From an optimization exercise on the open Yosys and OpenROAD flow, aimed at small area, a short achievable clock period and few clock cycles; shortcuts taken in it are not production practice. The RTL was checked by simulation tests, not by an equivalence proof against the original design. Power and IR drop assume default switching activity.

==> 11-02 <==
// pmark_codec
module pmark_codec #(
    parameter CAP = 256                 
) (
    input  wire       clk,
    input  wire       rst,              
    input  wire       cmd_valid,
    input  wire [7:0] cmd_data,
    output wire       cmd_ready,
    input  wire       raw_valid,
    input  wire [7:0] raw_data,
    output wire       raw_ready,
    output wire       rsp_valid,
    output wire [7:0] rsp_data,
    input  wire       rsp_ready,
    output wire       tx_valid,
    output wire [8:0] tx_char,
    input  wire       tx_ready,
    output wire [8:0] b0_len,
    output wire [8:0] b1_len,
    output wire [1:0] rx_phase,
    output wire       rx_marked,
    output wire       rx_escaped,
    output wire       rx_done,
    output wire [7:0] rx_err,
    output wire [8:0] rx_explen,
    output wire [1:0] pmode
);
    localparam RL = 248;                
    localparam QN = 12;                 
    localparam NT = 31;                 
    localparam PH_IDLE = 2'd0, PH_ACTIVE = 2'd1, PH_FAILED = 2'd2;
  ...
clock: 11.0 ns
lec_check: 0
cap_margin: 20
core_margin: 2
core_utilization: 45
cts_buf_list: sky130_fd_sc_hd__clkbuf_16
cts_cluster_diameter: 90
cts_cluster_size: 26
place_density: 0.6
slew_margin: 20
tns_end_percent: 100
standard.sh (not shown) runs the stock make flow with config.mk's settings and CLKGATE_MAP_FILE= SYNTH_SCRIPT=/design/flow/synth_recipe.tcl, a recipe that flattens the netlist after the stock synthesis.
==> flow/flow/run.sh <==
#!/bin/bash
set -euo pipefail
bash standard.sh SETUP_SLACK_MARGIN=7.5 TNS_END_PERCENT=100 finish > flow_standard.log 2>&1
==> inputs of 10-25, as changes to 11-02 <==
--- a/flow/design.v
+++ b/flow/design.v
@@ -149,16 +149,12 @@
     reg        o_app, o_appb, o_seti, o_ctl;
     reg        pone;                    
     reg [7:0]  hb;                      
     reg        hb_v, hfirst, hlast;     
     reg        hlast_f;                 
     reg        eqv, eqm;                
-    wire [2:0] rbd       = 3'd6 - (op[0] ? lslot1[2:0] : lslot0[2:0]);
-    wire [7:0] T_rb      = addm(T, 4'd1 + {1'b0, rbd});
-    wire [7:0] lslot0_rb = addm(lslot0, 4'd1 + {1'b0, rbd});
-    wire [7:0] lslot1_rb = addm(lslot1, 4'd1 + {1'b0, rbd});
     reg  [NT-1:0] rsel;                 
     reg  [7:0] rrd0, rrd1;
     integer    m;
     always @(*) begin
         rrd0 = 8'h00;
         rrd1 = 8'h00;
@@ -186,13 +182,13 @@
     wire txh0 = tx_busy && !tx_s;
     wire txh1 = tx_busy &&  tx_s;
     reg        take;
     reg [2:0]  push_n;
     reg [7:0]  pb0, pb1, pb2, pb3, pb4;
     reg        pbar;
-    reg        rb;                      
+    reg [2:0]  rbd;                     
     reg [7:0]  sl1;
     reg [1:0]  pkind;                   
     reg        tx_start;
     reg        aw_en, aw_b, aw_islo;
     reg [7:0]  aw_oh;                   
     reg [7:0]  aw_d;
@@ -230,13 +226,13 @@
     reg [15:0] nn;
     integer    k;
     always @(*) begin
         take = 1'b0;
         push_n = 3'd0;
         pb0 = 8'h00; pb1 = 8'h00; pb2 = 8'h00; pb3 = 8'h00; pb4 = 8'h00;
-        pbar = 1'b0; pkind = K_BYTE; rb = 1'b0; sl1 = 8'd0;
+        pbar = 1'b0; pkind = K_BYTE; rbd = 3'd0; sl1 = 8'd0;
         tx_start = 1'b0;
         aw_en = 1'b0; aw_b = 1'b0; aw_oh = 8'd0; aw_d = 8'h00; aw_tap = 5'd0; aw_islo = 1'b0;
         seti_en = 1'b0; ctl_en = 1'b0; wide_b = 1'b0;
         seti_d = {hd, arg};
         ctl_sp = hd;
         xst_n = xst; op_n = op; argk_n = argk; arg_n = arg; pcnt_n = pcnt;
@@ -406,14 +402,14 @@
                     end else begin
                         take = 1'b1; xst_n = X_PAY; pcnt_n = nn; pone_n = (nn == 16'd1);
                         aok_n = !sf_own && (nn <= (16'd256 - {7'd0, cap_len}));
                         xi_n = cap_len; xlt8_n = sf_llt8; x3_n = cap_h3;
                         sl1 = addm(s ? lslot1 : lslot0, 4'd1);
                         if (llt80 && llt81 && !tx_busy) begin
-                            rb = 1'b1;
-                            xslot_n = {sl1[7:3], 3'b111};
+                            rbd = 3'd7 - sl1[2:0];
+                            xslot_n = addm(sl1, {1'b0, rbd});
                         end else begin
                             xslot_n = sl1;
                         end
                     end
                 end
                 o_appb: begin  
@@ -791,13 +787,13 @@
             cap_h3 <= cap_h3_n;
             sf_llt8 <= sf_llt8_n;
             sf_lf  <= sf_lf_n;
             sf_own <= sf_own_n;
             sf_lal <= ((op_n[0] ? lslot1[2:0] : lslot0[2:0]) == 3'd6);
             txhs   <= tx_busy_n && ((tx_start ? hs : tx_s) == op_n[0]);
-            T      <= rb ? T_rb : addm(T, 4'd1);
+            T      <= addm(T, 4'd1 + {1'b0, rbd});
             rsel   <= rsel_n;
             tslot  <= tslot_n;
             tx_busy <= tx_busy_n;
             if (tx_start) begin
                 tx_s    <= hs;
                 tx_len  <= len_hs;
@@ -827,26 +823,26 @@
             case (lop0)
                 L_INC:  begin len0 <= len0 + 9'd1; h30 <= h30 + 10'd3; lz0 <= 1'b0; l40 <= (len0 == 9'd3); llt80 <= (len0 < 9'd7); lf0 <= (len0 == 9'd255); end
                 L_SET0: begin len0 <= 9'd0; h30 <= 10'h3FF; lslot0 <= addm(T, 4'd10); lz0 <= 1'b1; l40 <= 1'b0; llt80 <= 1'b1; lf0 <= 1'b0; end
                 L_SET4: begin len0 <= 9'd4; h30 <= 10'd11; lslot0 <= addm(T, 4'd6);  lz0 <= 1'b0; l40 <= 1'b1; llt80 <= 1'b1; lf0 <= 1'b0; end
                 L_SET6: begin len0 <= 9'd6; h30 <= 10'd17; lslot0 <= addm(T, 4'd4);  lz0 <= 1'b0; l40 <= 1'b0; llt80 <= 1'b1; lf0 <= 1'b0; end
                 L_SETX: begin len0 <= xi + 9'd1; h30 <= x3 + 10'd3; lslot0 <= xslot; lz0 <= 1'b0; l40 <= (xi == 9'd3); llt80 <= (xi < 9'd7); lf0 <= (xi == 9'd255); end
-                default: lslot0 <= rb ? lslot0_rb : addm(lslot0, 4'd1);
+                default: lslot0 <= addm(lslot0, 4'd1 + {1'b0, rbd});
             endcase
             case (lop1)
                 L_INC:  begin len1 <= len1 + 9'd1; h31 <= h31 + 10'd3; lz1 <= 1'b0; l41 <= (len1 == 9'd3); llt81 <= (len1 < 9'd7); lf1 <= (len1 == 9'd255);
                               full1 <= ({1'b0, len1} + 10'd1 >= {1'b0, explen}); end
                 L_SET0: begin len1 <= 9'd0; h31 <= 10'h3FF; lslot1 <= addm(T, 4'd10); lz1 <= 1'b1; l41 <= 1'b0; llt81 <= 1'b1; lf1 <= 1'b0;
                               full1 <= (explen_n == 9'd0); end
                 L_SET4: begin len1 <= 9'd4; h31 <= 10'd11; lslot1 <= addm(T, 4'd6);  lz1 <= 1'b0; l41 <= 1'b1; llt81 <= 1'b1; lf1 <= 1'b0;
                               full1 <= (explen <= 9'd4); end
                 L_SET6: begin len1 <= 9'd6; h31 <= 10'd17; lslot1 <= addm(T, 4'd4);  lz1 <= 1'b0; l41 <= 1'b0; llt81 <= 1'b1; lf1 <= 1'b0;
                               full1 <= (explen <= 9'd6); end
                 L_SETX: begin len1 <= xi + 9'd1; h31 <= x3 + 10'd3; lslot1 <= xslot; lz1 <= 1'b0; l41 <= (xi == 9'd3); llt81 <= (xi < 9'd7); lf1 <= (xi == 9'd255);
                               full1 <= ({1'b0, xi} + 10'd1 >= {1'b0, explen}); end
-                default: lslot1 <= rb ? lslot1_rb : addm(lslot1, 4'd1);
+                default: lslot1 <= addm(lslot1, 4'd1 + {1'b0, rbd});
             endcase
             chg <= (lop0 != L_KEEP) || (lop1 != L_KEEP) || seti_en || ctl_en || aw_lo;
         end
         leq_r   <= (len0 == len1);
         l0le8_r <= (len0 <= 9'd8);
         eqlo_r  <= eq_lo;
==> summary.txt <==
	10-25	11-02
Outcome	finished clean	finished clean
Total number of vias	80766	82454
Total of cells resized after clock tree synthesis	694	689
Vias per cell	5.547	5.582
Capturing element of the worst setup path	lslot0[4]	tx_valid
CP startpoint	fcnt[1]	tx_v
Number of placed instances with taps included	14094	14293
Logic power comb	4.35 mW	3.91 mW
Worst-path cell with the longest stage delay	or4_4	dfxtp_4
Multi-input gate share of the layout cell area	0.2579	0.2618
Path type of the worst setup path	flip-flop to flip-flop	flip-flop to output port
Unique masters post-synth	104	115
Sequential Power Share	0.565	0.574
Total routing usage reported by global routing	0.2621	0.2669
Testbench counts of 11-02, summed over its fixed seeds: cycles 10,628.
Testbench counts of 10-25, summed over its fixed seeds: cycles 10,628.

[afterwards: timing with drivers on the ports]
In the flow no input, the clock included, has a driving cell. The finished layouts below were timed again as built, in two steps. Step 1 (the two cells are an assumption about what drives the block):
set clk [get_ports {clk}]
set_driving_cell -lib_cell sky130_fd_sc_hd__clkbuf_16 $clk
set_driving_cell -lib_cell sky130_fd_sc_hd__buf_2 [delete_from_list [all_inputs] $clk]
Step 2 moves the port delays by t, midway between the first and last clock arrival at a register: inputs arrive t later, outputs are due t later. That takes back most of the time a late clock gives input paths. Slacks: ideal ports / drivers / drivers and shift; pairs: ideal ports / drivers.
| run | t, ns | setup WS [ns] | worst hold slack (ns) | worst setup path after step 2 | worst slew at a driven data input, ns |
|---|---|---|---|---|---|
| 11-02 | 1.021 | 7.294 / 7.184 / 6.423 | 0.224 / 0.224 / 0.224 | input to register | 0.14 |
| 10-25 | 1.018 | 6.569 / 6.569 / 6.308 | 0.279 / 0.279 / 0.279 | input to register | 0.05 |
After both steps every run listed still meets setup and hold. For 11-02, which loses most, drivers alone change the setup slack by -0.110 ns; drivers and shift together by -0.871 ns.
